From an optimization exercise on the open Yosys and OpenROAD flow, aimed at small area; shortcuts taken in it are not production practice. In this exercise RTL edits were held to simulation tests only and were not proved equivalent to the original. Power figures rest on the tool's default switching activity, not on a simulated workload.

==> flow/design.v <==
module sbus_decoder (
    input  wire         clk,
    input  wire         rst,
    input  wire         in_valid,
    input  wire [7:0]   in_data,
    output wire         commit,        
    output wire [175:0] payload,       
    output wire [7:0]   status         
);
    reg  [4:0] cnt;                    
    reg  [7:0] sr [0:22];
    integer    p;
    always @(posedge clk) begin
        if (in_valid) begin
            sr[0] <= in_data;
            for (p = 1; p < 23; p = p + 1)
                sr[p] <= sr[p - 1];
        end
    end
    genvar g;
    generate
        for (g = 0; g < 22; g = g + 1) begin : g_pl
            assign payload[8*g +: 8] = sr[22 - g];
        end
    endgenerate
    assign status = sr[0];
    wire last = (cnt == 5'd24);
    assign commit = in_valid && last && (in_data == 8'h00);
    reg [4:0] rcnt;
    always @* begin
        rcnt = (in_data == 8'h0F) ? 5'd1 : 5'd0;
        for (p = 0; p < 23; p = p + 1)
            if (sr[p] == 8'h0F)
                rcnt = p + 2;
    end
    always @(posedge clk) begin
        if (rst)
            cnt <= 5'd0;
        else if (in_valid) begin
            if (cnt == 5'd0)
                cnt <= (in_data == 8'h0F) ? 5'd1 : 5'd0;
            else if (!last)
                cnt <= cnt + 5'd1;
            else if (in_data == 8'h00)
                cnt <= 5'd0;
            else
                cnt <= rcnt;
        end
    end
endmodule
module sbus_store (
    input  wire         clk,
    input  wire         rst,
    input  wire         commit,
    input  wire [175:0] payload,
    input  wire [7:0]   status,
    input  wire [4:0]   rd_idx,
    output reg  [10:0]  rd_data,
    output wire         failsafe_o,
    output wire [31:0]  lost_count_o
);
    reg  [175:0] ch;
    reg          ch17, ch18;
    reg          loaded;
    reg          failsafe;
    reg  [31:0]  lost_count;
    always @(posedge clk) begin
        if (commit) begin
            ch   <= payload;
            ch17 <= status[0];
            ch18 <= status[1];
        end
    end
    always @(posedge clk) begin
        if (rst) begin
            loaded     <= 1'b0;
            failsafe   <= 1'b0;
            lost_count <= 32'd0;
        end else if (commit) begin
            loaded     <= 1'b1;
            failsafe   <= status[3];
            if (status[2])
                lost_count <= lost_count + 32'd1;
        end
    end
    always @* begin
        case (rd_idx)
            5'd1: rd_data = ch[10:0];
            5'd2: rd_data = ch[21:11];
            5'd3: rd_data = ch[32:22];
            5'd4: rd_data = ch[43:33];
            5'd5: rd_data = ch[54:44];
            5'd6: rd_data = ch[65:55];
            5'd7: rd_data = ch[76:66];
            5'd8: rd_data = ch[87:77];
            5'd9: rd_data = ch[98:88];
            5'd10: rd_data = ch[109:99];
            5'd11: rd_data = ch[120:110];
            5'd12: rd_data = ch[131:121];
            5'd13: rd_data = ch[142:132];
            5'd14: rd_data = ch[153:143];
            5'd15: rd_data = ch[164:154];
            5'd16: rd_data = ch[175:165];
            5'd17: rd_data = {11{ch17}};
            5'd18: rd_data = {11{ch18}};
            default: rd_data = 11'd0;
        endcase
        if (!loaded)
            rd_data = 11'd0;
    end
    assign failsafe_o   = failsafe;
    assign lost_count_o = lost_count;
endmodule
module sbus_scaler (
    input  wire [10:0] raw,
    output reg  [7:0]  axis
);
    reg [6:0] d;
    always @* begin
        case (raw[10:5])
            6'd5: d = 7'd0;
            6'd6: d = 7'd1;
            6'd7: d = 7'd2;
            6'd8: d = 7'd2;
            6'd9: d = 7'd3;
            6'd10: d = 7'd4;
            6'd11: d = 7'd4;
            6'd12: d = 7'd5;
            6'd13: d = 7'd6;
            6'd14: d = 7'd7;
            6'd15: d = 7'd7;
            6'd16: d = 7'd8;
            6'd17: d = 7'd9;
            6'd18: d = 7'd9;
            6'd19: d = 7'd10;
            6'd20: d = 7'd11;
            6'd21: d = 7'd12;
            6'd22: d = 7'd12;
            6'd23: d = 7'd13;
            6'd24: d = 7'd14;
            6'd25: d = 7'd14;
            6'd26: d = 7'd15;
            6'd27: d = 7'd16;
            6'd28: d = 7'd17;
            6'd29: d = 7'd17;
            6'd30: d = 7'd18;
            6'd31: d = 7'd50;
            6'd32: d = 7'd51;
            6'd33: d = 7'd51;
            6'd34: d = 7'd52;
            6'd35: d = 7'd53;
            6'd36: d = 7'd54;
            6'd37: d = 7'd54;
            6'd38: d = 7'd55;
            6'd39: d = 7'd56;
            6'd40: d = 7'd56;
            6'd41: d = 7'd57;
            6'd42: d = 7'd58;
            6'd43: d = 7'd59;
            6'd44: d = 7'd59;
            6'd45: d = 7'd60;
            6'd46: d = 7'd61;
            6'd47: d = 7'd61;
            6'd48: d = 7'd62;
            6'd49: d = 7'd63;
            6'd50: d = 7'd64;
            6'd51: d = 7'd64;
            6'd52: d = 7'd65;
            6'd53: d = 7'd66;
            6'd54: d = 7'd66;
            6'd55: d = 7'd67;
            6'd56: d = 7'd67;
            default: d = 7'bx;
        endcase
    end
    wire [13:0] sum = {1'b0, raw, 2'b00} + {3'b000, raw} - 14'd828 - {7'd0, d};
    always @* begin
        if (raw < 11'd172)
            axis = 8'h81;
        else if (raw > 11'd1811)
            axis = 8'h7F;
        else if (raw >= 11'd989 && raw <= 11'd1001)
            axis = 8'h00;
        else
            axis = sum[12:5] ^ 8'h80;
    end
endmodule
module sbus_wake_arbiter (
    input  wire clk,
    input  wire rst,
    input  wire commit,
    input  wire tick,
    input  wire p_wait,
    output wire wake_out,
    output wire wake_cause      
);
    reg       wake, waiting;
    reg [6:0] ticks;
    wire sig     = wake | commit;
    wire timeout = tick & (ticks == 7'b0110100);
    assign wake_out   = (waiting & (sig | timeout)) | (p_wait & sig);
    assign wake_cause = waiting & ~sig & timeout;
    always @(posedge clk) begin
        if (rst) begin
            wake    <= 1'b0;
            waiting <= 1'b0;
        end else begin
            wake    <= sig & ~waiting & ~p_wait;
            waiting <= ~sig & ((waiting & ~timeout) | p_wait);
        end
    end
    always @(posedge clk) begin
        if (p_wait)
            ticks <= 7'b1111111;
        else if (tick)
            ticks <= {ticks[5:0], ticks[6] ^ ticks[5]};
    end
endmodule
module sbus_core (
    input  wire        clk,
    input  wire        rst,
    input  wire        in_valid,
    input  wire [7:0]  in_data,
    output wire        frame_complete,
    input  wire [4:0]  rd_idx,
    output wire [10:0] rd_data,
    output wire        failsafe_o,
    output wire [31:0] lost_count_o,
    input  wire [10:0] scale_in,
    output wire [7:0]  scale_out,
    input  wire        tick,
    input  wire        p_wait,
    output wire        wake_out,
    output wire        wake_cause
);
    wire         commit;
    wire [175:0] payload;
    wire [7:0]   status;
    sbus_decoder u_decoder (
        .clk      (clk),
        .rst      (rst),
        .in_valid (in_valid),
        .in_data  (in_data),
        .commit   (commit),
        .payload  (payload),
        .status   (status)
    );
    sbus_store u_store (
        .clk          (clk),
        .rst          (rst),
        .commit       (commit),
        .payload      (payload),
        .status       (status),
        .rd_idx       (rd_idx),
        .rd_data      (rd_data),
        .failsafe_o   (failsafe_o),
        .lost_count_o (lost_count_o)
    );
    sbus_scaler u_scaler (
        .raw  (scale_in),
        .axis (scale_out)
    );
    sbus_wake_arbiter u_arbiter (
        .clk        (clk),
        .rst        (rst),
        .commit     (commit),
        .tick       (tick),
        .p_wait     (p_wait),
        .wake_out   (wake_out),
        .wake_cause (wake_cause)
    );
    assign frame_complete = commit;
endmodule
==> flow/flow/run.sh <==
#!/bin/bash
# The standard layout with three changes: the port buffers are buf_1 cells,
# clock tree synthesis inserts no dummy loads, and uses clkbuf_8 cells in
# clusters of at most 20 sinks.
set -euo pipefail
bash standard.sh \
  "BUFFER_PORTS_ARGS=-buffer_cell sky130_fd_sc_hd__buf_1" \
  "CTS_ARGS=-sink_clustering_enable -repair_clock_nets -buf_list sky130_fd_sc_hd__clkbuf_4 -sink_clustering_size 10 -sink_clustering_max_diameter 35 -sink_buffer_max_cap_derate 0.05 -dont_use_dummy_load" \
  finish > make_finish.log 2>&1
==> flow/standard.sh <==
#!/bin/bash
# synth_recipe.tcl (not shown) runs the flow's synth.tcl, then flattens the netlist and writes it again
# the make line also repeats each setting of config.mk as NAME=value (left out here)
make -C /OpenROAD-flow-scripts/flow DESIGN_CONFIG=/design/flow/config.mk WORK_HOME=/design/flow/orfs CLKGATE_MAP_FILE= SYNTH_SCRIPT=/design/flow/synth_recipe.tcl "${@:-finish}"
==> flow/config.mk <==
export PLATFORM = sky130hd
export DESIGN_NAME = sbus_core
export DESIGN_NICKNAME = sbus_core
export VERILOG_FILES = /design/flow/design.v
export SDC_FILE = /design/flow/constraint.sdc
export NUM_CORES = 4
export LEC_CHECK = 0
export ABC_AREA = 0
export CAP_MARGIN = 0
export CORE_MARGIN = 2
export CORE_UTILIZATION = 70
export CTS_BUF_LIST = sky130_fd_sc_hd__clkbuf_8
export CTS_CLUSTER_DIAMETER = 50
export CTS_CLUSTER_SIZE = 20
export PLACE_DENSITY = 0.8
export SLEW_MARGIN = 0
==> flow/constraint.sdc <==
create_clock -name core_clock -period 40.0 [get_ports {clk}]
set_input_delay 8.0000 -clock core_clock [delete_from_list [all_inputs] [get_ports {clk}]]
set_output_delay 8.0000 -clock core_clock [all_outputs]
set_load 0.01 [all_outputs]
==> flow_summary.ini, run 1 <==
[synth]
ys_seq_area_frac = 0.730
yosys_warnings = 5
ys_ff_latch = 410
netlist_area_um2 = 16200
async_flop_share = 0
synth_edf_count = 362
syn_area_per_cell_um2 = 14.7
yosys.area.top_type = edfxtp_1
netlist_instances = 1099
synth_nets = 1164
synth_top_area_share = 0.671
synth-main-ff-cell = edfxtp_1
synth_cell_types = 63
synthTopCellsByArea = edfxtp_1 67%, dfxtp_1 5.9%, a22oi_1 3.0%

[sta]
hold_violations = 0
tightest_slew_ns = 1.16
slew_headroom = 0.222
rsz0062_at_grt = no
finalSetupTns_ns = 0
fin_crit_ns = 20.57
max_freq_mhz = 48.6
setup_violations = 0
period_share = 0.514
drv_slew = 0
whs_ns = 0.416
fin_skew_ns = 0.0598

[worst_hold_path]
whs_path_depth = 0
worstHoldStart = u_decoder.sr[15][3]
min_to = u_store.ch[59]
min_path_type = reg -> reg

[route]
drt.antenna.violating_nets = 0
wl_per_cell_um = 26.4
routed-via-count = 10340
drtPass1Iterations = 7
drt_wl_total_um = 39500
drc_errors = 0
viasPerCell = 6.93
drt_iter0_drc = 1565

[cts]
ctsHoldBuffers = 0
htree_levels = 2
postCtsSetupBuffers = 0
clockBufferDepth = 3
cts_buffers = 52
cts_tree = built
cts_resized = 0
insertion_delay_ns = 0.71
cts.clk_slew.worst_paths_ns = 0.10
cts_root_buf = clkbuf_4
cts_sinks = 410

[global_routing]
overflow = 0
antenna_found_initial = 1
grt_pass1_vias = 9628
grt_max_degree = 81
grtUsageTotal = 0.328
grt_pass1_wl_um = 57700

[worst_setup_path]
cp_max_fo = 13
reg2reg_depth = 11
path_cells = buf_1 > ha_1 > o22ai_1 > a22oi_1 > nor2_1 > a21oi_1 > fa_1 > ha_1 > ha_1 > or4b_2 > a211oi_1 > nor3_1 > a211oi_1 > o21bai_1 > xor2_1 > nand2_1 > a21boi_0 > buf_1
crit_type = in -> out
cp-start-kind = input pin
reg2reg_to = u_store.lost_count[23]
r2r_slack_ns = 36.87
path_common_cell = ha_1
critPathRequiredTime_ns = 32.00
worst_path_max_delay_cell = or4b_2
cp.arrival_ns = 12.57
cpLargestDelayFamily = adder cells
rr_startpoint = u_decoder.cnt[0]
worst-path-buf-inv = 2
endpoint_kind = primary output
max_stage_delay_ns = 0.63

[place]
dp_hpwl_um = 28000
io_buffers = 83
gp_congestion = 1.03

[floorplanning]
io_pins = 84
dieWidth_um = 156
initial_utilization = 0.713
core_um2 = 22700
rows = 55
die_area_um2 = 24400
die_h_um = 156

[power]
power_density_nw_per_um2 = 41.7
seq_power_share = 0.680
clockPowerShare = 0.254
p_leak_nw = 5.60
finalPower_uw = 718
vdd_drop_max_uv = 33.0
p_comb_frac = 0.067
switching_share = 0.227
p_switching_uw = 163
intPower_uw = 555

[final_layout]
multiInputGateArea_um2 = 4120
n_fill_cell = 1428
seqCellArea_um2 = 11800
area_growth_pct = 6.38
drive_gt1_frac = 0.0688
fin_nets = 1273
layout_commonest_cell = edfxtp_1
final_cell_mix = 362 x edfxtp_1, 92 x nor2_1, 81 x buf_1

[run]
max-cap-violations = 0

[status]
outcome = no timing/DRC/antenna violations
## metal layers
layer / GRT usage / wire length [µm]
met1: 0.453 / 15000
met5: 0.0124 / 34
met2: 0.488 / 17600
met4: 0.109 / 1530
met3: 0.122 / 5310
## synth_stat cells (12+ instances only)
cell type / instances
or4_1: 16
ha_1: 29
a211oi_1: 12
nor2b_1: 13
xor2_1: 22
o21ai_0: 32
nor3_1: 14
dfxtp_1: 48
edfxtp_1: 362
nand4_1: 36
a21oi_1: 39
xnor2_1: 12
clkbuf_1: 35
inv_1: 36
nor4_1: 19
a22oi_1: 65
nand2_1: 52
nor2_1: 92
nand3_1: 30
## worst reg2reg max path: stages, from the launching register on
cell	delay, ns
dfxtp_1	0.37
inv_1	0.08
ha_1	0.15
nand4b_1	0.26
nor4_4	0.25
buf_4	0.57
and2_1	0.47
nand4_4	0.24
or2_1	0.31
nor3_2	0.13
xnor2_1	0.13
nor2_1	0.05
## sequential cells by signal, indices dropped and copies added (netlist names)
register	flops
u_decoder.sr	184
u_store.ch	176
u_store.lost_count	32
u_arbiter.ticks	7
u_decoder.cnt	5
u_arbiter.waiting	1
u_arbiter.wake	1
u_store.ch17	1
u_store.ch18	1
u_store.failsafe	1
u_store.loaded	1
## per-stage QoR
stage | cell area (µm²) | utilization | instances | worst slack (ns)
2_1_floorplan | 16200 | - | 1099 | 16.67
3_3_place_gp | 16800 | 0.741 | 1439 | 19.59
3_5_place_dp | 16800 | 0.741 | 1439 | 19.45
4_1_cts | 17200 | 0.759 | 1491 | 19.45
5_1_grt | 17200 | 0.759 | 1493 | 19.04
6_report | 17200 | 0.759 | 1493 | 19.43
## power groups by stage
stage                     sequential (mW)  combinational [mW]  clock (mW)
after global placement              0.497              0.0463           0
after CTS                           0.488              0.0475       0.184
final                               0.488              0.0479       0.182
after floorplan                     0.493              0.0308           0
after global routing                0.490              0.0532       0.199
after detailed placement            0.498              0.0474           0
## layout make-up
class                           instances  share of cell area
Sequential cell                       410               0.687
Inverter                               38             0.00828
Antenna cell                            2            0.000290
Tap cell                              285              0.0207
Clock buffer                           52              0.0227
Multi-Input combinational cell        613               0.239
Timing Repair Buffer                   93              0.0227
## cell families after synthesis
logic type | synth area share
DFF | 0.730
xor gates and xnor gates | 0.0184
AOI/OAI and AO/OA | 0.0889
and+or+nand+nor | 0.110
buffers and inverters | 0.0181
adders and majority gates | 0.0310
muxes | 0.00309
## worst max path at each step
stage,slack (ns),from,endpoint,cells after the start
final,19.43,scale_in[6],scale_out[4],18
after global routing,19.04,scale_in[7],scale_out[7],17
after CTS,19.45,scale_in[6],scale_out[4],18
after detailed placement,19.45,scale_in[6],scale_out[4],18
after global placement,19.59,scale_in[7],scale_out[7],17
after floorplan,16.67,in_data[5],wake_out,5
==> run 2: changes to the inputs <==
==> flow/flow/run.sh (replaced) <==
#!/bin/bash
# The standard layout with three changes: the port buffers are buf_1 cells,
# clock tree synthesis inserts no dummy loads, and uses clkbuf_8 cells in
# clusters of at most 20 sinks.
set -euo pipefail
bash standard.sh \
  "BUFFER_PORTS_ARGS=-buffer_cell sky130_fd_sc_hd__buf_1" \
  "CTS_ARGS=-sink_clustering_enable -repair_clock_nets -buf_list sky130_fd_sc_hd__clkbuf_8 -sink_clustering_size 20 -sink_clustering_max_diameter 50 -dont_use_dummy_load" \
  finish > make_finish.log 2>&1
==> run 2 against run 1 <==
Against the previous run:
- final cell count shrank 1.1%
- die area unchanged
- clock skew increased by 0.0045 ns
- fmax about the same
- power is 2.3% higher
- via count fell by 1.2%
- clock-buffer cell count is 17 lower
- wire length shrank 0.77%
- critical endpoint unchanged
==> flow_summary.ini, run 2 <==
[synth]
synthTopCellsByArea = edfxtp_1 67%, dfxtp_1 5.9%, a22oi_1 3.0%
synth-main-ff-cell = edfxtp_1
ys_seq_area_frac = 0.730
yosys.area.top_type = edfxtp_1
synth_edf_count = 362
synth_cell_types = 63
synth_nets = 1164
yosys_warnings = 5
synth_top_area_share = 0.671
ys_ff_latch = 410
syn_area_per_cell_um2 = 14.7
synthTopCellsByCount = 362 x edfxtp_1, 92 x nor2_1, 65 x a22oi_1
synth.most_common_cell = edfxtp_1
async_flop_share = 0
netlist_area_um2 = 16200
netlist_instances = 1099

[global_routing]
grt_pass1_vias = 9486
grtUsageTotal = 0.326
grt_max_degree = 81
antenna_found_initial = 0
grt_pass1_wl_um = 57300
overflow = 0

[sta]
max_freq_mhz = 48.6
drv_slew = 0
fin_crit_ns = 20.58
tightest_slew_ns = 1.11
setup_violations = 0
slew_headroom = 0.257
period_share = 0.514
fin_skew_ns = 0.0643
hold_violations = 0
rsz0062_at_grt = no
finalSetupTns_ns = 0

[worst_setup_path]
worstSetupStartpoint = scale_in[7]
crit_path_end = scale_out[4]
critPathRequiredTime_ns = 32.00
rr_startpoint = u_decoder.cnt[0]
cp-start-kind = input pin
r2r_slack_ns = 36.82
crit_type = in -> out
cp.arrival_ns = 12.58
reg2reg_depth = 11
cp_max_fo = 16
endpoint_kind = primary output
reg2reg_to = u_store.lost_count[29]

[final_layout]
n_fill_cell = 1392
largest_reg_flops = 184
area_growth_pct = 6.94
final_cell_area_um2 = 17300
largest_register = u_decoder.sr
final_cell_mix = 362 x edfxtp_1, 92 x nor2_1, 81 x buf_1
top_regs = u_decoder.sr x184, u_store.ch x176, u_store.lost_count x32
final_core_util = 0.763
layout_commonest_cell = edfxtp_1
fin_nets = 1256
drive_gt1_frac = 0.0555

[place]
gp_congestion = 1.03
dp_hpwl_um = 28000
placed_area_um2 = 16800
io_buffers = 83

[run]
max-cap-violations = 0

[floorplanning]
die_h_um = 156
initial_utilization = 0.713
io_pins = 84
die_area_um2 = 24400
core_um2 = 22700
rows = 55
dieWidth_um = 156

[cts]
postCtsSetupBuffers = 0
cts.clk_slew.worst_paths_ns = 0.10
cts_sinks = 410
ctsHoldBuffers = 0
cts_resized = 0
clockBufferDepth = 3
htree_levels = 2
cts_root_buf = clkbuf_8
cts_tree = built
insertion_delay_ns = 0.54
cts_buffers = 35

[power]
vdd_drop_max_uv = 46.7
p_leak_nw = 5.61
power_density_nw_per_um2 = 42.4

[route]
drtPass1Iterations = 6
drc_errors = 0
viasPerCell = 6.92
drt_wl_total_um = 39200
routed-via-count = 10211
drt.antenna.violating_nets = 0
wl_per_cell_um = 26.5
drt_iter0_drc = 1531

[status]
outcome = no timing/DRC/antenna violations

[worst_hold_path]
min_path_type = reg -> reg
run 2: routing by layer:
| metal | vias to the layer above | GRT usage | part of all wire |
|---|---|---|---|
| li1 | 4456 | - | - |
| met1 | 5006 | 0.451 | 0.37 |
| met2 | 635 | 0.482 | 0.45 |
| met3 | 114 | 0.124 | 0.14 |
| met4 | 0 | 0.110 | 0.038 |
| met5 | - | 0.0166 | 0 |
run 2: worst min-delay path by stage:
stage / depth (start not counted) / startpoint / slack, ns / end
3_3_place_gp: 0 / u_decoder.sr[22][0] / 0.42 / u_store.ch[0]
6_report: 0 / u_decoder.sr[22][4] / 0.42 / u_store.ch[4]
2_1_floorplan: 0 / u_decoder.sr[22][0] / 0.42 / u_store.ch[0]
4_1_cts: 0 / u_decoder.sr[22][4] / 0.42 / u_store.ch[4]
5_1_grt: 0 / u_decoder.sr[22][4] / 0.44 / u_store.ch[4]
3_5_place_dp: 0 / u_decoder.sr[22][3] / 0.43 / u_store.ch[3]
run 2: layout make-up:
class,instances,area [µm²],share of cell area
timing repair buffer,93,392,0.0226
tap,285,357,0.0206
antenna,2,5.00,0.000289
clock buffer,35,482,0.0278
sequential,410,11800,0.683
inverter,38,143,0.00823
multi-input combinational,613,4120,0.238
run 2: worst max-delay path, cell delays in order:
cell and delay (ns):
buf_1 0.53, clkinv_1 0.49, a22oi_1 0.28, nor2_1 0.06, a21oi_1 0.17, fa_1 0.46, ha_1 0.31, ha_1 0.22
or4b_2 0.64, a211oi_1 0.24, nor3_1 0.14, a211oi_1 0.36, o21bai_1 0.13, xor2_1 0.14, nand2_1 0.06, a21boi_0 0.17
buf_1 0.17
run 2: cell families (layout without fill, tap and decap cells):
family                     after synthesis  in the layout  synth area share
muxes                                    5              5           0.00309
adders and majority gates               36             36            0.0310
xor gates and xnor gates                34             34            0.0184
AOI/OAI and AO/OA                      208            208            0.0889
buffers and inverters                   76            166            0.0181
and+or+nand+nor                        330            330             0.110
other                                    0              2                 0
DFF                                    410            410             0.730
run 2: report_power, final:
part	switching, mW	internal (mW)
logic	0.0305	0.0173
registers	0.00982	0.479
clock network	0.120	0.0786
total	0.161	0.574
run 2: stage by stage:
stage	cells	total power, mW	hold slack (ns)	worst slack (ns)
3_5_place_dp	1439	0.545	0.425	19.45
2_1_floorplan	1099	0.523	0.418	16.67
3_3_place_gp	1439	0.543	0.421	19.59
4_1_cts	1474	0.737	0.422	19.45
6_report	1476	0.735	0.416	19.42
5_1_grt	1474	0.757	0.444	19.04
==> run 3: changes to the inputs <==
==> flow/flow/run.sh (replaced) <==
#!/bin/bash
# The standard layout with two changes: the port buffers are buf_1 cells, and
# clock tree synthesis inserts no dummy loads and drives the flip-flops from
# clkbuf_4 cells in clusters of at most 10 sinks within 35 um.
# make's full output goes to make_finish.log; each ORFS step also writes its
# own log under orfs/logs.
set -euo pipefail
bash standard.sh \
  "BUFFER_PORTS_ARGS=-buffer_cell sky130_fd_sc_hd__buf_1" \
  "CTS_ARGS=-sink_clustering_enable -repair_clock_nets -buf_list sky130_fd_sc_hd__clkbuf_4 -sink_clustering_size 10 -sink_clustering_max_diameter 35 -sink_buffer_max_cap_derate 0.05 -dont_use_dummy_load" \
  finish > make_finish.log 2>&1
--- a/flow/config.mk
+++ b/flow/config.mk
@@ -11,5 +11,5 @@
 export CORE_UTILIZATION = 70
-export CTS_BUF_LIST = sky130_fd_sc_hd__clkbuf_8
-export CTS_CLUSTER_DIAMETER = 50
-export CTS_CLUSTER_SIZE = 20
+export CTS_BUF_LIST = sky130_fd_sc_hd__clkbuf_4
+export CTS_CLUSTER_DIAMETER = 35
+export CTS_CLUSTER_SIZE = 10
 export PLACE_DENSITY = 0.8
==> run 3 against run 2 <==
Against the previous run:
- global-route usage is 0.19 points higher
- power decreased by 2.3%
- worst hold slack improved by 0.00066 ns
- final cell count rose by 1.2%
- die area unchanged
- still clean on timing, DRC and antenna
- highest routed layer is now met5
- via count rose by 1.3%
- non-clock buffer count unchanged
==> flow_summary.ini, run 3 <==
[global_routing]
grt_pass1_vias = 9628
grtUsageTotal = 0.328
grt_pass1_wl_um = 57700
grt_max_degree = 81
antenna_found_initial = 1
overflow = 0

[power]
vdd_drop_max_uv = 33.0
power_density_nw_per_um2 = 41.7
p_leak_nw = 5.60

[status]
outcome = no timing/DRC/antenna violations

[synth]
synthTopCellsByArea = edfxtp_1 67%, dfxtp_1 5.9%, a22oi_1 3.0%
netlist_area_um2 = 16200
synth_cell_types = 63
yosys_warnings = 5
synthTopCellsByCount = 362 x edfxtp_1, 92 x nor2_1, 65 x a22oi_1
synth.most_common_cell = edfxtp_1
ys_seq_area_frac = 0.730
synth-main-ff-cell = edfxtp_1
async_flop_share = 0
netlist_instances = 1099
ys_ff_latch = 410
synth_nets = 1164
synth_edf_count = 362
syn_area_per_cell_um2 = 14.7
synth_top_area_share = 0.671
yosys.area.top_type = edfxtp_1

[floorplanning]
io_pins = 84
die_h_um = 156
initial_utilization = 0.713
rows = 55
dieWidth_um = 156
core_um2 = 22700
die_area_um2 = 24400

[final_layout]
drive_gt1_frac = 0.0688
largest_register = u_decoder.sr
layout_commonest_cell = edfxtp_1
area_growth_pct = 6.38
n_fill_cell = 1428
final_cell_mix = 362 x edfxtp_1, 92 x nor2_1, 81 x buf_1
final_cells = 1493
largest_reg_flops = 184
top_regs = u_decoder.sr x184, u_store.ch x176, u_store.lost_count x32
fin_nets = 1273

[cts]
cts_resized = 0
htree_levels = 2
postCtsSetupBuffers = 0
cts.clk_slew.worst_paths_ns = 0.10
clockBufferDepth = 3
ctsHoldBuffers = 0
cts_sinks = 410
insertion_delay_ns = 0.71
cts_tree = built
cts_root_buf = clkbuf_4
cts_buffers = 52

[sta]
fin_skew_ns = 0.0598
max_freq_mhz = 48.6
hold_violations = 0
slew_headroom = 0.222
fin_crit_ns = 20.57
rsz0062_at_grt = no
period_share = 0.514
tightest_slew_ns = 1.16
setup_violations = 0
drv_slew = 0
finalSetupTns_ns = 0

[run]
max-cap-violations = 0

[route]
routed-via-count = 10340
drt_iter0_drc = 1565
drc_errors = 0
drt.antenna.violating_nets = 0
viasPerCell = 6.93
drtPass1Iterations = 7
wl_per_cell_um = 26.4
drt_wl_total_um = 39500

[place]
place_inst = 1439
io_buffers = 83
gp_congestion = 1.03
dp_hpwl_um = 28000

[worst_setup_path]
cp.arrival_ns = 12.57
crit_type = in -> out
cp-start-kind = input pin
cp_max_fo = 13
critPathRequiredTime_ns = 32.00
endpoint_kind = primary output

[worst_hold_path]
min_path_type = reg -> reg
[run 3: through the flow]
step                setup slack (ns)   util  hold slack (ns)  power (mW)  area, µm²
global placement               19.59  0.741            0.421       0.543      16800
finish                         19.43  0.759            0.416       0.718      17200
detailed placement             19.45  0.741            0.425       0.545      16800
global route                   19.04  0.759            0.428       0.741      17200
floorplan                      16.67      -            0.418       0.523      16200
CTS                            19.45  0.759            0.413       0.719      17200
[run 3: layout make-up]
type / count / area, µm² / area share
Sequential cell: 410 / 11800 / 0.687
Inverter: 38 / 143 / 0.00828
Antenna cell: 2 / 5.00 / 0.000290
Multi-Input combinational cell: 613 / 4120 / 0.239
Clock buffer: 52 / 390 / 0.0227
Timing Repair Buffer: 93 / 392 / 0.0227
Tap cell: 285 / 357 / 0.0207
[run 3: worst max-delay path, stage by stage]
cell,delay (ns)
buf_1,0.52
ha_1,0.49
o22ai_1,0.12
a22oi_1,0.17
nor2_1,0.06
a21oi_1,0.17
fa_1,0.46
ha_1,0.31
ha_1,0.22
or4b_2,0.63
a211oi_1,0.24
nor3_1,0.14
a211oi_1,0.36
o21bai_1,0.13
xor2_1,0.14
nand2_1,0.06
a21boi_0,0.17
buf_1,0.17
[run 3: power breakdown]
group | switching, mW | internal [mW]
Sequential | 0.00982 | 0.478
Clock | 0.123 | 0.0596
Combinational | 0.0306 | 0.0173
[run 3: layer usage]
layer | wire length (µm) | global-route usage
met2 | 17600 | 0.488
met4 | 1530 | 0.109
met5 | 34 | 0.0124
met3 | 5310 | 0.122
met1 | 15000 | 0.453
[run 3: worst paths after layout]
| path | startpoint | endpoint | slack [ns] | cells after the start |
|---|---|---|---|---|
| setup / recovery | scale_in[6] | scale_out[4] | 19.43 | 18 |
| hold / removal | u_decoder.sr[15][3] | u_store.ch[59] | 0.42 | 0 |
| setup reg to reg | u_decoder.cnt[0] | u_store.lost_count[23] | 36.87 | 11 |
| hold reg to reg | u_decoder.sr[15][3] | u_store.ch[59] | 0.42 | 0 |
[run 3: kinds of logic after synthesis]
| kind of cell | after synthesis | share of synthesized area |
|---|---|---|
| adders and majority gates | 36 | 0.0310 |
| buffers and inverters | 76 | 0.0181 |
| xor gates and xnor gates | 34 | 0.0184 |
| and+or+nand+nor | 330 | 0.110 |
| muxes | 5 | 0.00309 |
| AOI/OAI and AO/OA | 208 | 0.0889 |
| DFF | 410 | 0.730 |
==> run 4: changes to the inputs <==
--- a/flow/design.v
+++ b/flow/design.v
@@ -9,4 +9,5 @@
 );
-    reg  [4:0] cnt;                    
     reg  [7:0] sr [0:22];
+    reg        m0;
+    reg  [4:0] cool;                   
     integer    p;
@@ -17,2 +18,3 @@
                 sr[p] <= sr[p - 1];
+            m0 <= (sr[22] == 8'h0F);
         end
@@ -26,24 +28,9 @@
     assign status = sr[0];
-    wire last = (cnt == 5'd24);
-    assign commit = in_valid && last && (in_data == 8'h00);
-    reg [4:0] rcnt;
-    always @* begin
-        rcnt = (in_data == 8'h0F) ? 5'd1 : 5'd0;
-        for (p = 0; p < 23; p = p + 1)
-            if (sr[p] == 8'h0F)
-                rcnt = p + 2;
-    end
-    always @(posedge clk) begin
-        if (rst)
-            cnt <= 5'd0;
-        else if (in_valid) begin
-            if (cnt == 5'd0)
-                cnt <= (in_data == 8'h0F) ? 5'd1 : 5'd0;
-            else if (!last)
-                cnt <= cnt + 5'd1;
-            else if (in_data == 8'h00)
-                cnt <= 5'd0;
-            else
-                cnt <= rcnt;
-        end
+    wire idle = (cool == 5'd0);
+    assign commit = in_valid && idle && m0 && (in_data == 8'h00);
+    always @(posedge clk) begin
+        if (rst || commit)
+            cool <= 5'd24;
+        else if (in_valid && !idle)
+            cool <= cool - 5'd1;
     end
--- a/flow/config.mk
+++ b/flow/config.mk
@@ -10,3 +10,3 @@
 export CORE_MARGIN = 2
-export CORE_UTILIZATION = 70
+export CORE_UTILIZATION = 55
 export CTS_BUF_LIST = sky130_fd_sc_hd__clkbuf_4
@@ -14,3 +14,3 @@
 export CTS_CLUSTER_SIZE = 10
-export PLACE_DENSITY = 0.8
+export PLACE_DENSITY = 0.65
 export SLEW_MARGIN = 0
==> run 4 against run 3 <==
Against the previous run:
- fmax up 2.2%
- synthesized cell count down 9.1%
- die area up 23%
- synthesized area down 2.7%
- combinational power up 9.2%
- worst hold slack worse by 0.012 ns
- clock power up 4%
- global-route usage down 9.9 points
- sequential share of layout area up 1.2 points
==> flow_summary.ini, run 4 <==
[status]
outcome = no timing/DRC/antenna violations

[synth]
netlist_instances = 999
netlist_area_um2 = 15800
synth_top_area_share = 0.692
yosys.area_share.simple = 0.0802
yosys.area_share.xor_xnor = 0.0156
yosys.area_share.adder = 0.0327
ys_seq_area_frac = 0.753
yosys.area.top_type = edfxtp_1
synth_top_family_by_area = compound AO/OA/AOI/OAI gates
async_flop_share = 0
synth_edf_count = 363
synth.most_common_cell = edfxtp_1
muxShareOfSynthArea = 0.00413
yosys_warnings = 5
synthTopCellsByArea = edfxtp_1 69%, dfxtp_1 6.1%, ha_1 2.4%
syn_area_per_cell_um2 = 15.8
synthTopCellsByCount = 363 x edfxtp_1, 60 x nor2_1, 52 x nand2_1
synth_nets = 1065
ys_ff_latch = 411
synth-main-ff-cell = edfxtp_1
synth_cell_types = 72
synth-compound-area-share = 0.0954

[place]
dp_hpwl_um = 22900
gp_congestion = 0.864
io_buffers = 83
place_inst = 1439

[global_routing]
grt_pass1_vias = 8782
grt_max_degree = 187
overflow = 0
grtUsageTotal = 0.228
grt_pass1_wl_um = 52000
antenna_found_initial = 2

[sta]
max_freq_mhz = 49.7
period_share = 0.503
slew_headroom = 0.182
setup_violations = 0
fin_skew_ns = 0.0881
hold_violations = 0
rsz0062_at_grt = no
finalSetupTns_ns = 0
fin_crit_ns = 20.13
tightest_slew_ns = 1.22
drv_slew = 0

[final_layout]
largest_register = u_decoder.sr
largest_reg_flops = 184
final_cell_mix = 363 x edfxtp_1, 82 x buf_1, 60 x nor2_1
layout_commonest_cell = edfxtp_1
top_regs = u_decoder.sr x184, u_store.ch x176, u_store.lost_count x32
final_cells = 1499
area_growth_pct = 7.73
drive_gt1_frac = 0.0912
fin_nets = 1187

[floorplanning]
die_area_um2 = 30000
dieWidth_um = 173
io_pins = 84
rows = 61
die_h_um = 173
core_um2 = 28000
initial_utilization = 0.563

[power]
vdd_drop_max_uv = 21.8
finalPower_uw = 731
power_density_nw_per_um2 = 43.0
p_leak_nw = 5.61

[worst_setup_path]
cp.arrival_ns = 12.13
critPathRequiredTime_ns = 32.00
cpLargestDelayFamily = compound AO/OA/AOI/OAI gates
cp-start-kind = input pin
max_stage_delay_ns = 0.54
path_cells = buf_1 > inv_2 > ha_1 > nand2_1 > nand3_1 > o21ai_0 > a21boi_0 > a21oi_1 > ha_1 > fa_1 > inv_1 > ha_1 > nand3b_1 > nor2b_1 > a41oi_2 > o41ai_1 > a31oi_1 > xnor2_1 > o21ai_0 > buf_1
worst_path_max_delay_cell = buf_1
endpoint_kind = primary output
cp_max_fo = 15
path_common_cell = ha_1
worst-path-buf-inv = 4
crit_type = in -> out

[route]
drt_wl_total_um = 34500
viasPerCell = 6.04
routed-via-count = 9057
drt.antenna.violating_nets = 0
drtPass1Iterations = 6
wl_per_cell_um = 23.0
drt_iter0_drc = 1273
drc_errors = 0

[cts]
cts_resized = 0
ctsHoldBuffers = 0
insertion_delay_ns = 0.71
cts_root_buf = clkbuf_4
cts_buffers = 58
clockBufferDepth = 3
postCtsSetupBuffers = 0
cts_tree = built
cts_sinks = 411
cts.clk_slew.worst_paths_ns = 0.09
htree_levels = 2

[worst_hold_path]
min_path_type = reg -> reg

[run]
max-cap-violations = 0
run 4: cell count changes in the layout (fill, tap and decap cells not counted), moves of 6 or more:
| cell | previous run | this run |
|---|---|---|
| or4_1 | 16 | 2 |
| a221oi_1 | 2 | 12 |
| nor2_1 | 92 | 60 |
| a22o_1 | 1 | 15 |
| a31oi_1 | 3 | 9 |
| nor4_1 | 17 | 4 |
| a22oi_1 | 65 | 43 |
| nand4_1 | 36 | 12 |
| clkbuf_4 | 53 | 59 |
| xor2_1 | 22 | 15 |
| a211oi_1 | 12 | 5 |
run 4: cell type report:
class                   instances  area [µm²]
well taps                     378         473
repair buffers                 98         440
inverters                      38         143
clock buffers                  58         435
fillers                      2147       11000
diodes                          2        5.00
flip-flops and latches        411       11900
multi-input cells             514        3620
run 4: final timing paths:
check | to | cells past startpoint | startpoint | slack [ns]
worst max-delay path | scale_out[5] | 20 | scale_in[6] | 19.87
worst min-delay path | u_store.ch[86] | 0 | u_decoder.sr[12][6] | 0.40
worst max register to register | u_store.ch[64] | 6 | u_decoder.cool[0] | 36.25
worst min register to register | u_store.ch[86] | 0 | u_decoder.sr[12][6] | 0.40
run 4: power breakdown:
group,switching (mW),internal (mW),leakage [nW]
logic,0.0329,0.0194,1.54
clock network,0.124,0.0661,0.267
registers,0.00797,0.480,3.80
total,0.165,0.566,5.61
run 4: per-layer routing:
metal / up-vias / wire length [µm] / part of all wire / track usage
met5: - / 0 / 0 / 0
met4: 0 / 920 / 0.027 / 0.0734
met3: 69 / 2610 / 0.076 / 0.0500
met2: 406 / 15800 / 0.46 / 0.348
met1: 4457 / 15200 / 0.44 / 0.332
li1: 4125 / - / - / -
run 4: cell families after synthesis:
group	Yosys count
buffers and inverters	74
adder cells (fa/ha/maj)	37
AND/OR/NAND/NOR	235
flip-flops	411
multiplexers	6
XOR/XNOR	28
AO/OA/AOI/OAI	208
run 4: through the flow:
stage	instance area, µm²	setup slack (ns)	util	hold slack, ns
after floorplan	15800	17.80	-	0.400
after global placement	16500	20.04	0.590	0.401
after detailed placement	16500	19.91	0.590	0.405
after CTS	17000	19.89	0.606	0.384
after global routing	17000	19.44	0.606	0.386
final	17000	19.87	0.606	0.404
==> run 5: changes to the inputs <==
--- a/flow/config.mk
+++ b/flow/config.mk
@@ -10,3 +10,3 @@
 export CORE_MARGIN = 2
-export CORE_UTILIZATION = 55
+export CORE_UTILIZATION = 70
 export CTS_BUF_LIST = sky130_fd_sc_hd__clkbuf_4
@@ -14,3 +14,3 @@
 export CTS_CLUSTER_SIZE = 10
-export PLACE_DENSITY = 0.65
+export PLACE_DENSITY = 0.8
 export SLEW_MARGIN = 0
==> run 5 against run 4 <==
Against the previous run:
- clock skew rose by 0.038 ns
- synthesized area is the same
- largest power group unchanged
- critical endpoint unchanged
- first-iteration DRC count fell by 8.7%
==> flow_summary.ini, run 5 <==
[sta]
setup_violations = 0
fin_skew_ns = 0.126
tightest_slew_ns = 1.23
slew_headroom = 0.178
max_freq_mhz = 49.6
hold_violations = 0
finalSetupTns_ns = 0
timing.final.ws_setup_ns = 19.84
fin_crit_ns = 20.16
period_share = 0.504
drv_slew = 0
rsz0062_at_grt = no

[worst_setup_path]
endpoint_kind = primary output
cp_max_fo = 15
critPathRequiredTime_ns = 32.00
cp-start-kind = input pin
crit_type = in -> out
cp.arrival_ns = 12.16
reg2reg_depth = 5

[final_layout]
layout_commonest_cell = edfxtp_1
fin_nets = 1181
largest_register = u_decoder.sr
largest_reg_flops = 184
area_growth_pct = 6.53
top_regs = u_decoder.sr x184, u_store.ch x176, u_store.lost_count x32
final_cells = 1394
drive_gt1_frac = 0.0854
final_cell_mix = 363 x edfxtp_1, 82 x buf_1, 60 x nor2_1

[synth]
netlist_area_um2 = 15800
synth.most_common_cell = edfxtp_1
yosys_warnings = 5
yosys.area.top_type = edfxtp_1
synth_top_area_share = 0.692
synth-main-ff-cell = edfxtp_1
synth_cell_types = 72
syn_area_per_cell_um2 = 15.8
synth_nets = 1065
async_flop_share = 0
synthTopCellsByCount = 363 x edfxtp_1, 60 x nor2_1, 52 x nand2_1
synthTopCellsByArea = edfxtp_1 69%, dfxtp_1 6.1%, ha_1 2.4%
netlist_instances = 999
ys_seq_area_frac = 0.753
ys_ff_latch = 411
synth_edf_count = 363

[cts]
insertion_delay_ns = 0.70
cts_resized = 0
clockBufferDepth = 3
cts.clk_slew.worst_paths_ns = 0.10
postCtsSetupBuffers = 0
cts_root_buf = clkbuf_4
ctsHoldBuffers = 0
cts_sinks = 411
cts_buffers = 52
cts_tree = built
htree_levels = 2

[global_routing]
grtUsageTotal = 0.282
grt_pass1_wl_um = 50200
overflow = 0
grt_pass1_vias = 8793
grt_max_degree = 93
antenna_found_initial = 1

[floorplanning]
die_h_um = 154
core_um2 = 22000
initial_utilization = 0.718
io_pins = 84
dieWidth_um = 154
rows = 54
die_area_um2 = 23700

[power]
clockPowerShare = 0.250
intPower_uw = 559
p_comb_frac = 0.073
finalPower_uw = 722
power_density_nw_per_um2 = 43.0
seq_power_share = 0.676
p_switching_uw = 163
switching_share = 0.226
p_leak_nw = 5.57
vdd_drop_max_uv = 28.6

[route]
viasPerCell = 6.49
drtPass1Iterations = 5
routed-via-count = 9041
drt.antenna.violating_nets = 0
drt_iter0_drc = 1162
drt_wl_total_um = 33300
wl_per_cell_um = 23.9
drc_errors = 0

[place]
dpl_worst_slack_ns = 19.91
io_buffers = 83
place_inst = 1341
gp_congestion = 0.875
dp_hpwl_um = 22200

[run]
max-cap-violations = 0

[worst_hold_path]
whs_path_depth = 0
min_path_type = reg -> reg

[status]
outcome = no timing/DRC/antenna violations
==> run 5: cell counts after synthesis <==
Identical to the previous run, type by type.
==> run 5: power by group through the flow <==
stage / Sequential [mW] / Combinational [mW] / Clock [mW]
2_1_floorplan: 0.493 / 0.0352 / 0
3_3_place_gp: 0.497 / 0.0508 / 0
3_5_place_dp: 0.498 / 0.0520 / 0
4_1_cts: 0.488 / 0.0525 / 0.184
5_1_grt: 0.489 / 0.0590 / 0.201
6_report: 0.488 / 0.0528 / 0.181
==> run 5: routing by layer <==
layer	global-route usage	vias to the layer above	part of all wire
met5	0	-	0
li1	-	4111	-
met3	0.0496	51	0.096
met4	0.0823	0	0.021
met1	0.408	4371	0.40
met2	0.451	508	0.48
==> run 5: layout make-up <==
type	count	area, µm²
inverter	38	143
timing repair buffer	98	428
sequential	411	11900
tap	280	350
multi-input combinational	514	3610
clock buffer	52	390
fill	1275	5170
antenna	1	2.50
==> run 5: worst paths after layout <==
path / slack [ns] / from / to
setup / recovery: 19.84 / scale_in[6] / scale_out[5]
hold / removal: 0.38 / u_decoder.sr[7][4] / u_store.ch[124]
setup reg to reg: 37.26 / u_decoder.cool[0] / u_store.ch[29]
hold reg to reg: 0.38 / u_decoder.sr[7][4] / u_store.ch[124]
==> run 5: worst max-delay path: stages <==
cell and delay [ns]:
buf_1 0.61, inv_2 0.19, ha_1 0.32, nand2_1 0.10
nand3_1 0.08, o21ai_0 0.11, a21boi_0 0.11, a21oi_1 0.16
ha_1 0.27, fa_1 0.39, inv_1 0.07, ha_1 0.22
nand3b_1 0.13, nor2b_1 0.18, a41oi_2 0.08, o41ai_1 0.48
a31oi_1 0.18, xnor2_1 0.16, o21ai_0 0.15, buf_1 0.17
==> run 5: kinds of logic after synthesis <==
group,Yosys count,share of synthesized area
xor gates and xnor gates,28,0.0156
adders and majority gates,37,0.0327
AOI/OAI and AO/OA,208,0.0954
muxes,6,0.00413
buffers and inverters,74,0.0194
and+or+nand+nor,235,0.0802
DFF,411,0.753
==> run 5: metrics by stage <==
| stage | cell area, µm² | util | hold slack (ns) |
|---|---|---|---|
| after floorplan | 15800 | - | 0.400 |
| after global placement | 16400 | 0.747 | 0.401 |
| after detailed placement | 16400 | 0.747 | 0.405 |
| after CTS | 16800 | 0.764 | 0.359 |
| after global routing | 16800 | 0.765 | 0.360 |
| final | 16800 | 0.765 | 0.383 |
==> run 6: changes to the inputs <==
==> flow/flow/run.sh (replaced) <==
#!/bin/bash
# The standard layout with two changes: the port buffers are buf_1 cells, and
# clock tree synthesis inserts no dummy loads and drives the flip-flops from
# clkbuf_4 cells in clusters of at most 9 sinks within 35 um.
# make's full output goes to make_finish.log; each ORFS step also writes its
# own log under orfs/logs.
set -euo pipefail
bash standard.sh \
  "BUFFER_PORTS_ARGS=-buffer_cell sky130_fd_sc_hd__buf_1" \
  "CTS_ARGS=-sink_clustering_enable -repair_clock_nets -buf_list sky130_fd_sc_hd__clkbuf_4 -sink_clustering_size 9 -sink_clustering_max_diameter 35 -sink_buffer_max_cap_derate 0.05 -dont_use_dummy_load" \
  finish > make_finish.log 2>&1
--- a/flow/config.mk
+++ b/flow/config.mk
@@ -13,3 +13,3 @@
 export CTS_CLUSTER_DIAMETER = 35
-export CTS_CLUSTER_SIZE = 10
+export CTS_CLUSTER_SIZE = 9
 export PLACE_DENSITY = 0.8
==> run 6 against run 5 <==
Against the previous run:
- largest cell class unchanged
- highest routed layer unchanged
- flip-flop and latch count is the same
- combinational power is essentially flat
- largest power group unchanged
- fmax about the same
- via count is 1.1% higher
- worst hold slack better by 0.0012 ns
- power up 0.66%
- clock skew decreased by 0.021 ns
- wire length decreased by 0.37%
- non-clock buffer count did not move
- synthesized area is the same
- still clean
==> flow_summary.ini, run 6 <==
[worst_setup_path]
endpoint_kind = primary output
critPathRequiredTime_ns = 32.00
max_stage_delay_ns = 0.60
worst_path_max_delay_cell = buf_1
cp.arrival_ns = 12.15
cp-start-kind = input pin
worstSetupStartpoint = scale_in[6]
path_cells = buf_1 > inv_2 > ha_1 > nand2_1 > nand3_1 > o21ai_0 > a21boi_0 > a21oi_1 > ha_1 > fa_1 > inv_1 > ha_1 > nand3b_1 > nor2b_1 > a41oi_2 > o41ai_1 > a31oi_1 > xnor2_1 > o21ai_0 > buf_1
crit_type = in -> out
path_common_cell = ha_1
r2r_slack_ns = 37.30
rr_startpoint = u_decoder.cool[0]
cp_max_fo = 15

[sta]
setup_violations = 0
slew_headroom = 0.136
whs_ns = 0.384
finalSetupTns_ns = 0
hold_violations = 0
max_freq_mhz = 49.6
timing.final.ws_setup_ns = 19.85
rsz0062_at_grt = no
drv_slew = 0
tightest_slew_ns = 1.29
fin_crit_ns = 20.15
period_share = 0.504
fin_skew_ns = 0.106

[final_layout]
final_cells = 1397
fin_nets = 1184
layout_commonest_cell = edfxtp_1
final_cell_area_um2 = 16800
n_fill_cell = 1268
largest_reg_flops = 184
final_core_util = 0.766
largest_register = u_decoder.sr
drive_gt1_frac = 0.0878
area_growth_pct = 6.68
multiInputGateArea_um2 = 3610
seqCellArea_um2 = 11900
top_regs = u_decoder.sr x184, u_store.ch x176, u_store.lost_count x32
final_cell_mix = 363 x edfxtp_1, 82 x buf_1, 60 x nor2_1

[power]
vdd_drop_max_uv = 28.1
finalPower_uw = 727
power_density_nw_per_um2 = 43.2
p_leak_nw = 5.59

[floorplanning]
die_area_um2 = 23700
initial_utilization = 0.718
die_h_um = 154
core_um2 = 22000
io_pins = 84
rows = 54
dieWidth_um = 154

[global_routing]
grt_max_degree = 93
overflow = 0
grt_pass1_wl_um = 50200
antenna_found_initial = 1
grtUsageTotal = 0.282
grt_pass1_vias = 8769

[route]
drt_wl_total_um = 33200
drt.antenna.violating_nets = 0
viasPerCell = 6.55
drc_errors = 0
drt_iter0_drc = 1109
wl_per_cell_um = 23.8
drtPass1Iterations = 5
routed-via-count = 9144

[synth]
async_flop_share = 0
synth_cell_types = 72
synth_top_family_by_area = compound AO/OA/AOI/OAI gates
yosys.area.top_type = edfxtp_1
synthTopCellsByArea = edfxtp_1 69%, dfxtp_1 6.1%, ha_1 2.4%
yosys.area_share.xor_xnor = 0.0156
synth-compound-area-share = 0.0954
yosys_warnings = 5
muxShareOfSynthArea = 0.00413
netlist_instances = 999
synth_edf_count = 363
synth-main-ff-cell = edfxtp_1
yosys.area_share.simple = 0.0802
syn_area_per_cell_um2 = 15.8
synth_nets = 1065
synthTopCellsByCount = 363 x edfxtp_1, 60 x nor2_1, 52 x nand2_1
synth.most_common_cell = edfxtp_1
ys_seq_area_frac = 0.753
ys_ff_latch = 411
synth_top_area_share = 0.692
yosys.area_share.adder = 0.0327
netlist_area_um2 = 15800

[cts]
cts.clk_slew.worst_paths_ns = 0.09
clockBufferDepth = 3
insertion_delay_ns = 0.69
htree_levels = 2
cts_tree = built
ctsHoldBuffers = 0
cts_root_buf = clkbuf_4
postCtsSetupBuffers = 0
cts_buffers = 55
cts_resized = 0
cts_sinks = 411

[place]
gp_congestion = 0.875
place_inst = 1341
io_buffers = 83
placed_area_um2 = 16400
dpl_worst_slack_ns = 19.91
dp_hpwl_um = 22200

[run]
max-cap-violations = 0

[worst_hold_path]
worstHoldStart = u_decoder.sr[7][2]
min_path_type = reg -> reg

[status]
outcome = no timing/DRC/antenna violations
run 6: worst paths after layout:
kind                        end  depth (start not counted)
max                scale_out[5]                         20
min          u_decoder.sr[8][2]                          0
max reg2reg      u_store.ch[71]                          5
min reg2reg  u_decoder.sr[8][2]                          0
run 6: logic make-up (layout without fill, tap and decap cells):
logic type,count (synthesis),after routing
other,0,1
and+or+nand+nor,235,235
muxes,6,6
xor gates and xnor gates,28,28
buffers and inverters,74,191
AOI/OAI and AO/OA,208,208
adders and majority gates,37,37
DFF,411,411
run 6: layout make-up:
type | instances | share of cell area
clock buffers | 55 | 0.0246
diodes | 1 | 0.000149
inverters | 38 | 0.00848
flip-flops and latches | 411 | 0.706
repair buffers | 98 | 0.0255
multi-input cells | 514 | 0.215
well taps | 280 | 0.0208
run 6: layer usage:
layer	vias to the layer above	routed length [µm]	part of all wire	GRT usage
met5	-	0	0	0
met4	0	778	0.023	0.0828
met3	62	3580	0.11	0.0578
met2	547	15700	0.47	0.447
met1	4420	13100	0.39	0.405
li1	4115	-	-	-
run 6: report_power, final:
group	leakage, nW	switching (mW)	internal [mW]
registers	3.80	0.00817	0.480
clock network	0.253	0.123	0.0629
logic	1.53	0.0335	0.0193
run 6: critical path, delay by kind of cell:
kind / cells / cell delay [ns]
AO/OA/AOI/OAI: 7 / 1.27
XOR/XNOR: 1 / 0.16
adder cells (fa/ha/maj): 4 / 1.20
buffers and inverters: 4 / 1.04
AND/OR/NAND/NOR: 4 / 0.48
==> run 7: changes to the inputs <==
--- a/flow/design.v
+++ b/flow/design.v
@@ -104,61 +104,65 @@
 );
-    reg [6:0] d;
+    wire [5:0] h = raw[10:5];
+    wire [4:0] l = raw[4:0];
+    reg  [4:0] el;
+    reg  [1:0] eh;
     always @* begin
-        case (raw[10:5])
-            6'd5: d = 7'd0;
-            6'd6: d = 7'd1;
-            6'd7: d = 7'd2;
-            6'd8: d = 7'd2;
-            6'd9: d = 7'd3;
-            6'd10: d = 7'd4;
-            6'd11: d = 7'd4;
-            6'd12: d = 7'd5;
-            6'd13: d = 7'd6;
-            6'd14: d = 7'd7;
-            6'd15: d = 7'd7;
-            6'd16: d = 7'd8;
-            6'd17: d = 7'd9;
-            6'd18: d = 7'd9;
-            6'd19: d = 7'd10;
-            6'd20: d = 7'd11;
-            6'd21: d = 7'd12;
-            6'd22: d = 7'd12;
-            6'd23: d = 7'd13;
-            6'd24: d = 7'd14;
-            6'd25: d = 7'd14;
-            6'd26: d = 7'd15;
-            6'd27: d = 7'd16;
-            6'd28: d = 7'd17;
-            6'd29: d = 7'd17;
-            6'd30: d = 7'd18;
-            6'd31: d = 7'd50;
-            6'd32: d = 7'd51;
-            6'd33: d = 7'd51;
-            6'd34: d = 7'd52;
-            6'd35: d = 7'd53;
-            6'd36: d = 7'd54;
-            6'd37: d = 7'd54;
-            6'd38: d = 7'd55;
-            6'd39: d = 7'd56;
-            6'd40: d = 7'd56;
-            6'd41: d = 7'd57;
-            6'd42: d = 7'd58;
-            6'd43: d = 7'd59;
-            6'd44: d = 7'd59;
-            6'd45: d = 7'd60;
-            6'd46: d = 7'd61;
-            6'd47: d = 7'd61;
-            6'd48: d = 7'd62;
-            6'd49: d = 7'd63;
-            6'd50: d = 7'd64;
-            6'd51: d = 7'd64;
-            6'd52: d = 7'd65;
-            6'd53: d = 7'd66;
-            6'd54: d = 7'd66;
-            6'd55: d = 7'd67;
-            6'd56: d = 7'd67;
-            default: d = 7'bx;
+        case (h)
+            6'd5: begin el = 5'd28; eh = 2'd0; end
+            6'd6: begin el = 5'd29; eh = 2'd0; end
+            6'd7: begin el = 5'd30; eh = 2'd0; end
+            6'd8: begin el = 5'd30; eh = 2'd0; end
+            6'd9: begin el = 5'd31; eh = 2'd0; end
+            6'd10: begin el = 5'd0; eh = 2'd1; end
+            6'd11: begin el = 5'd0; eh = 2'd1; end
+            6'd12: begin el = 5'd1; eh = 2'd1; end
+            6'd13: begin el = 5'd2; eh = 2'd1; end
+            6'd14: begin el = 5'd3; eh = 2'd1; end
+            6'd15: begin el = 5'd3; eh = 2'd1; end
+            6'd16: begin el = 5'd4; eh = 2'd1; end
+            6'd17: begin el = 5'd5; eh = 2'd1; end
+            6'd18: begin el = 5'd5; eh = 2'd1; end
+            6'd19: begin el = 5'd6; eh = 2'd1; end
+            6'd20: begin el = 5'd7; eh = 2'd1; end
+            6'd21: begin el = 5'd8; eh = 2'd1; end
+            6'd22: begin el = 5'd8; eh = 2'd1; end
+            6'd23: begin el = 5'd9; eh = 2'd1; end
+            6'd24: begin el = 5'd10; eh = 2'd1; end
+            6'd25: begin el = 5'd10; eh = 2'd1; end
+            6'd26: begin el = 5'd11; eh = 2'd1; end
+            6'd27: begin el = 5'd12; eh = 2'd1; end
+            6'd28: begin el = 5'd13; eh = 2'd1; end
+            6'd29: begin el = 5'd13; eh = 2'd1; end
+            6'd30: begin el = 5'd14; eh = 2'd1; end
+            6'd31: begin el = 5'd14; eh = 2'd2; end
+            6'd32: begin el = 5'd15; eh = 2'd2; end
+            6'd33: begin el = 5'd15; eh = 2'd2; end
+            6'd34: begin el = 5'd16; eh = 2'd2; end
+            6'd35: begin el = 5'd17; eh = 2'd2; end
+            6'd36: begin el = 5'd18; eh = 2'd2; end
+            6'd37: begin el = 5'd18; eh = 2'd2; end
+            6'd38: begin el = 5'd19; eh = 2'd2; end
+            6'd39: begin el = 5'd20; eh = 2'd2; end
+            6'd40: begin el = 5'd20; eh = 2'd2; end
+            6'd41: begin el = 5'd21; eh = 2'd2; end
+            6'd42: begin el = 5'd22; eh = 2'd2; end
+            6'd43: begin el = 5'd23; eh = 2'd2; end
+            6'd44: begin el = 5'd23; eh = 2'd2; end
+            6'd45: begin el = 5'd24; eh = 2'd2; end
+            6'd46: begin el = 5'd25; eh = 2'd2; end
+            6'd47: begin el = 5'd25; eh = 2'd2; end
+            6'd48: begin el = 5'd26; eh = 2'd2; end
+            6'd49: begin el = 5'd27; eh = 2'd2; end
+            6'd50: begin el = 5'd28; eh = 2'd2; end
+            6'd51: begin el = 5'd28; eh = 2'd2; end
+            6'd52: begin el = 5'd29; eh = 2'd2; end
+            6'd53: begin el = 5'd30; eh = 2'd2; end
+            6'd54: begin el = 5'd30; eh = 2'd2; end
+            6'd55: begin el = 5'd31; eh = 2'd2; end
+            6'd56: begin el = 5'd31; eh = 2'd2; end
+            default: begin el = 5'bx; eh = 2'bx; end
         endcase
     end
-    wire [13:0] sum = {1'b0, raw, 2'b00} + {3'b000, raw} - 14'd828 - {7'd0, d};
+    wire [8:0] f = {1'b0, l, 2'b00} + {4'd0, l} - {4'd0, el};    
+    wire [7:0] t = {h, 2'b00} + {2'b00, h} - 8'd25 - {6'd0, eh} + {{5{f[8]}}, f[7:5]};
     always @* begin
@@ -171,3 +175,3 @@
         else
-            axis = sum[12:5] ^ 8'h80;
+            axis = t ^ 8'h80;
     end
==> run 7 against run 6 <==
Against the previous run:
- first-iteration DRC count down 5.0%
- fmax down 8.2%
- cell area about the same
- worst hold slack better by 0.020 ns
- flip-flop and latch count unchanged
- synthesized cell count down 2.0%
- die area down 0.30%
- global-route usage about the same
- core utilization about the same
- critical path depth up 3
- sequential power about the same
==> flow_summary.ini, run 7 <==
[status]
outcome = no timing/DRC/antenna violations

[worst_setup_path]
cp-start-kind = input pin
cp.arrival_ns = 13.96
path_common_cell = fa_1
endpoint_kind = primary output
critPathRequiredTime_ns = 32.00
cpLargestDelayFamily = adder cells
worst-path-buf-inv = 3
path_cells = buf_1 > inv_1 > ha_1 > mux4_2 > mux2_2 > o21ai_0 > ha_1 > nand3_1 > o221a_2 > nor2_1 > nor2_1 > xnor2_1 > fa_1 > fa_1 > fa_1 > ha_1 > fa_1 > a21o_1 > a21oi_1 > xnor2_1 > xnor2_1 > a31o_2 > buf_1
worst_path_max_delay_cell = buf_1
crit_type = in -> out
max_stage_delay_ns = 0.55
cp_max_fo = 16
r2r_slack_ns = 37.07

[final_layout]
largest_register = u_decoder.sr
seqCellArea_um2 = 11900
fin_nets = 1163
final_cells = 1375
largest_reg_flops = 184
multiInputGateArea_um2 = 3630
drive_gt1_frac = 0.0996
n_fill_cell = 1300
top_regs = u_decoder.sr x184, u_store.ch x176, u_store.lost_count x32
layout_commonest_cell = edfxtp_1
area_growth_pct = 6.95
final_cell_area_um2 = 16800
final_cell_mix = 363 x edfxtp_1, 82 x buf_1, 63 x nor2_1

[place]
gp_congestion = 0.871
placed_area_um2 = 16400
place_inst = 1319
dp_hpwl_um = 22100
io_buffers = 83

[synth]
yosys.area.top_type = edfxtp_1
synth.most_common_cell = edfxtp_1
synth_top_area_share = 0.694
yosys_warnings = 5
ys_seq_area_frac = 0.755
synthTopCellsByArea = edfxtp_1 69%, dfxtp_1 6.1%, ha_1 2.4%
synth_edf_count = 363
netlist_area_um2 = 15700
synth_cell_types = 66
synth-main-ff-cell = edfxtp_1
synth_nets = 1046
syn_area_per_cell_um2 = 16.0
synthTopCellsByCount = 363 x edfxtp_1, 63 x nor2_1, 48 x dfxtp_1
netlist_instances = 979
ys_ff_latch = 411
async_flop_share = 0

[route]
drt.antenna.violating_nets = 0
dr_wl_met3_um = 3160
top_layer_used = met4
drt_wl_total_um = 33100
viasPerCell = 6.51
drtPass1Iterations = 6
drc_errors = 0
wl_met1_um = 12500
routed-via-count = 8955
dr_wl_met2_um = 16100
wl_per_cell_um = 24.1
drt_iter0_drc = 1053

[sta]
setup_violations = 0
hold_violations = 0
slew_headroom = 0.121
tightest_slew_ns = 1.31
finalSetupTns_ns = 0
whs_ns = 0.405
drv_slew = 0
max_freq_mhz = 45.5
period_share = 0.549
rsz0062_at_grt = no
fin_skew_ns = 0.0893
fin_crit_ns = 21.96

[power]
intPower_uw = 567
finalPower_uw = 732
p_leak_nw = 5.54
p_switching_uw = 165
seq_power_share = 0.667
vdd_drop_max_uv = 25.1
switching_share = 0.225
p_comb_frac = 0.081
power_density_nw_per_um2 = 43.5
clockPowerShare = 0.252

[floorplanning]
io_pins = 84
die_h_um = 154
rows = 54
die_area_um2 = 23700
dieWidth_um = 154
core_um2 = 22000
initial_utilization = 0.715

[global_routing]
overflow = 0
grtUsageTotal = 0.281
grt_pass1_wl_um = 49400
antenna_found_initial = 1
grt_max_degree = 85
grt_pass1_vias = 8722

[cts]
cts_sinks = 411
insertion_delay_ns = 0.70
cts_resized = 0
htree_levels = 2
cts_tree = built
ctsHoldBuffers = 0
cts.clk_slew.worst_paths_ns = 0.10
postCtsSetupBuffers = 0
cts_root_buf = clkbuf_4
clockBufferDepth = 3
cts_buffers = 55

[run]
max-cap-violations = 0

[worst_hold_path]
min_path_type = reg -> reg
run 7: changes by cell type after synthesis, sizes merged, moves of 8 or more:
cell	delta
nand3	-10
o21ai	-12
clkbuf	+15
mux2	+12
nand2	-10
xnor2	+12
buf	-12
inv	-10
a221oi	+8
run 7: area by class of cell:
type	count	area share
Multi-Input combinational cell	500	0.216
Antenna cell	1	0.000149
Tap cell	280	0.0209
Inverter	29	0.00648
Sequential cell	411	0.706
Timing Repair Buffer	99	0.0259
Clock buffer	55	0.0246
run 7: worst paths after layout:
path,startpoint,to,cells after the start
max,scale_in[6],scale_out[7],23
min,u_decoder.sr[16][0],u_store.ch[48],0
max reg2reg,u_decoder.cool[0],u_store.ch[6],5
min reg2reg,u_decoder.sr[16][0],u_store.ch[48],0
run 7: logic make-up after synthesis:
kind of cell               after synthesis  share of synthesized area
AOI/OAI and AO/OA                      183                     0.0824
muxes                                   19                     0.0139
adders and majority gates               38                     0.0341
and+or+nand+nor                        220                     0.0755
xor gates and xnor gates                40                     0.0223
buffers and inverters                   68                     0.0167
DFF                                    411                      0.755
run 7: power groups by stage:
stage	clock [mW]	combinational (mW)	sequential (mW)
global placement	0	0.0571	0.496
global route	0.203	0.0671	0.489
finish	0.185	0.0591	0.488
floorplan	0	0.0400	0.493
CTS	0.187	0.0593	0.488
detailed placement	0	0.0590	0.497
run 7: through the flow:
| stage | setup slack [ns] | util |
|---|---|---|
| floorplan | 18.93 | - |
| global placement | 18.17 | 0.746 |
| detailed placement | 18.01 | 0.746 |
| CTS | 18.00 | 0.765 |
| global route | 17.61 | 0.765 |
| finish | 18.04 | 0.765 |
run 7: metal layers:
metal  up-vias  GRT usage
met5         -          0
met4         0      0.124
met3        88     0.0600
met2       499      0.456
met1      4351      0.376
li1       4017          -
run 7: worst register-to-register path, delay by kind of cell (launching register included):
family                     cells  cell delay (ns)
adders and majority gates      1             0.19
buffers and inverters          2             0.94
and+or+nand+nor                2             0.97
DFF                            1             0.35

[separate check: timing with driven ports]
How much do the figures lean on ideal ports? The routed layouts below were timed once more, with nothing changed but the port constraints. Step 1, drivers: a clkbuf_16 drives clk and a buf_2 each remaining input, both assumed. Step 2 moves the port delays by t, midway between the first and last clock arrival at a register: inputs arrive t later, outputs are due t later. That takes back most of the time a late clock gives input paths. Slacks: ideal / step 1 / step 2; pairs: ideal / step 1.
run	shift t [ns]	setup slack, ns	hold WS [ns]	slew at the worst register clock pin (ns)	pins driven straight from the clock port
run 1	0.726	19.426 / 19.401 / 19.401	0.416 / 0.416 / 0.416	0.11 / 0.11	1
run 2	0.564	19.421 / 19.396 / 19.396	0.416 / 0.416 / 0.416	0.11 / 0.11	1
run 3	0.726	19.426 / 19.401 / 19.401	0.416 / 0.416 / 0.416	0.11 / 0.11	1
run 4	0.716	19.870 / 19.846 / 19.846	0.404 / 0.404 / 0.404	0.11 / 0.11	1
run 5	0.680	19.843 / 19.817 / 19.817	0.383 / 0.383 / 0.383	0.12 / 0.12	1
run 6	0.686	19.853 / 19.828 / 19.828	0.384 / 0.384 / 0.384	0.10 / 0.10	1
run 7	0.696	18.043 / 18.018 / 18.018	0.405 / 0.405 / 0.405	0.10 / 0.10	1
After both steps every run listed still meets setup and hold. The setup slack of run 5, which loses most, moves by -0.026 ns with the drivers and by -0.026 ns with both steps.
